Context: an optimization exercise on an open-source flow, tuned for small area, a short achievable clock period and few clock cycles per item. The choices shown serve that exercise and are no tape-out recipe. The RTL was checked by simulation tests, not by an equivalence proof against the original design.

## v13
==> module sfe_ctr128, before the edit <==
module sfe_ctr128 (
    input  wire         clk,
    input  wire         rst,
    input  wire         key_load,
    input  wire [127:0] key,
    input  wire [127:0] iv,
    input  wire         in_valid,
    output wire         in_ready,
    input  wire [127:0] in_data,
    output reg          out_valid,
    output reg  [127:0] out_data
);
  reg [127:0] key_r;      
  reg [127:0] ctr;        
  reg [127:0] state;      
  reg [127:0] rkey;       
  reg [127:0] cdata;      
  reg [3:0]   round;      
  reg         busy;
  wire       last_round = (round == 4'd10);
  wire       take = in_valid && (!busy || last_round);
  wire [3:0] kround = round + 4'd1;
  reg  [7:0] rcon;
  always @(*) begin
    case (kround)
      4'd1:    rcon = 8'h01;
      4'd2:    rcon = 8'h02;
      4'd3:    rcon = 8'h04;
      4'd4:    rcon = 8'h08;
      4'd5:    rcon = 8'h10;
      4'd6:    rcon = 8'h20;
      4'd7:    rcon = 8'h40;
      4'd8:    rcon = 8'h80;
      4'd9:    rcon = 8'h1b;
      4'd10:   rcon = 8'h36;
      default: rcon = 8'h00;
    endcase
  end
  wire [127:0] rkey_next;
  wire [127:0] state_next;
  wire [127:0] rkey_first;      
  aes_key_step u_key_step (
      .key_in (rkey),
      .rcon   (rcon),
      .key_out(rkey_next)
  );
  aes_key_step u_key_first (
      .key_in (key_r),
      .rcon   (8'h01),
      .key_out(rkey_first)
  );
  aes_round u_round (
      .state_in (state),
      .round_key(rkey),
      .last     (last_round),
      .state_out(state_next)
  );
  assign in_ready = !busy || last_round;
  always @(posedge clk) begin
    if (rst) begin
      busy      <= 1'b0;
      out_valid <= 1'b0;
      round     <= 4'd0;
    end else begin
      out_valid <= 1'b0;
      if (busy) begin
        state <= state_next;
        rkey  <= rkey_next;
        round <= round + 4'd1;
        if (last_round) begin
          out_data  <= state_next ^ cdata;
          out_valid <= 1'b1;
          busy      <= 1'b0;
        end
      end
      if (key_load) begin
        key_r <= key;
        ctr   <= iv;
      end else if (take) begin
        state <= ctr ^ key_r;    
        rkey  <= rkey_first;     
        cdata <= in_data;
        ctr   <= ctr + 128'd1;
        round <= 4'd1;
        busy  <= 1'b1;
      end
    end
  end
endmodule
==> flow/config.mk <==
export PLATFORM = sky130hd
export DESIGN_NAME = sfe_ctr128
export DESIGN_NICKNAME = sfe_ctr128
export VERILOG_FILES = /design/flow/design.v
export SDC_FILE = /design/flow/constraint.sdc
export NUM_CORES = 4
export LEC_CHECK = 0
export CAP_MARGIN = 20
export CORE_MARGIN = 2
export CORE_UTILIZATION = 30
export SLEW_MARGIN = 20
==> flow/constraint.sdc <==
create_clock -name core_clock -period 7.0 [get_ports {clk}]
set_input_delay 1.4000 -clock core_clock [delete_from_list [all_inputs] [get_ports {clk}]]
set_output_delay 1.4000 -clock core_clock [all_outputs]
set_load 0.01 [all_outputs]
run.sh (not shown) runs the stock make flow with config.mk's settings and CLKGATE_MAP_FILE= SYNTH_SCRIPT=/design/flow/synth_recipe.tcl, a recipe that flattens the netlist after the stock synthesis.
Although it ran to completion, v13 produced a layout that fails the final checks because of setup timing.
Testbench counts of v13, summed over its fixed seeds: cycles 41,152, items 4,096.
Input changes introduced in v20 (baseline for comparison: v13):
==> flow/design.v, changed modules only <==
module sfe_ctr128 (
    input  wire         clk,
    input  wire         rst,
    input  wire         key_load,
    input  wire [127:0] key,
    input  wire [127:0] iv,
    input  wire         in_valid,
    output wire         in_ready,
    input  wire [127:0] in_data,
    output reg          out_valid,
    output reg  [127:0] out_data
);
  reg [127:0] key_r;      
  reg [127:0] ctr;        
  reg [127:0] state;      
  reg [127:0] rkey;       
  reg [127:0] cdata;      
  reg [3:0]   round;      
  reg         busy;
  reg [7:0] rcon;
  always @(*) begin
    case (round)
      4'd1:    rcon = 8'h01;
      4'd2:    rcon = 8'h02;
      4'd3:    rcon = 8'h04;
      4'd4:    rcon = 8'h08;
      4'd5:    rcon = 8'h10;
      4'd6:    rcon = 8'h20;
      4'd7:    rcon = 8'h40;
      4'd8:    rcon = 8'h80;
      4'd9:    rcon = 8'h1b;
      4'd10:   rcon = 8'h36;
      default: rcon = 8'h00;
    endcase
  end
  wire [127:0] rkey_next;
  wire [127:0] state_next;
  wire         last_round = (round == 4'd10);
  aes_key_step u_key_step (
      .key_in (rkey),
      .rcon   (rcon),
      .key_out(rkey_next)
  );
  aes_round u_round (
      .state_in (state),
      .round_key(rkey_next),
      .last     (last_round),
      .state_out(state_next)
  );
  assign in_ready = !busy;
  always @(posedge clk) begin
    if (rst) begin
      busy      <= 1'b0;
      out_valid <= 1'b0;
      round     <= 4'd0;
    end else begin
      out_valid <= 1'b0;
      if (key_load) begin
        key_r <= key;
        ctr   <= iv;
      end else if (!busy) begin
        if (in_valid) begin
          state <= ctr ^ key_r;    
          rkey  <= key_r;
          cdata <= in_data;
          ctr   <= ctr + 128'd1;
          round <= 4'd1;
          busy  <= 1'b1;
        end
      end else begin
        state <= state_next;
        rkey  <= rkey_next;
        round <= round + 4'd1;
        if (last_round) begin
          out_data  <= state_next ^ cdata;
          out_valid <= 1'b1;
          busy      <= 1'b0;
        end
      end
    end
  end
endmodule
v20 ran to completion and came out clean on the timing, DRC and antenna checks.
Setup WNS v13 -> v20: better
[compare] base=v13 new=v20: mean area per synthesized cell moved up, area used by sequential logic in the layout now larger, portion of netlist area occupied by mux cells grew by 0.35 points, clock sink count now sits higher.
A last element of the critical path of state[63] is what v13 shows, while state[28] belongs to v20.
Testbench counts of v20, summed over its fixed seeds: cycles 45,184, items 4,096.

==> static timing again, ports no longer ideal <==
The results above use ideal ports. As a check the final layouts listed here were re-extracted and re-timed, cells and wires unchanged. Step 1: set_driving_cell puts a clkbuf_16 on clk and a buf_2 on each other input, an assumption about the parent block. Step 2 times the ports against the registers' clock, not the clock port: input delays grow and output delays shrink by t, the midpoint of the rising clock arrivals with the driver on. a / b / c = no drivers / after step 1 / after step 2; a / b = the first two.
run | t, ns | setup WS [ns] | hold WS [ns]
v13 | 0.938 | -0.056 / -0.056 / -0.056 | 0.546 / 0.546 / 0.546
v20 | 0.834 | 0.105 / 0.105 / 0.105 | 0.545 / 0.545 / 0.545
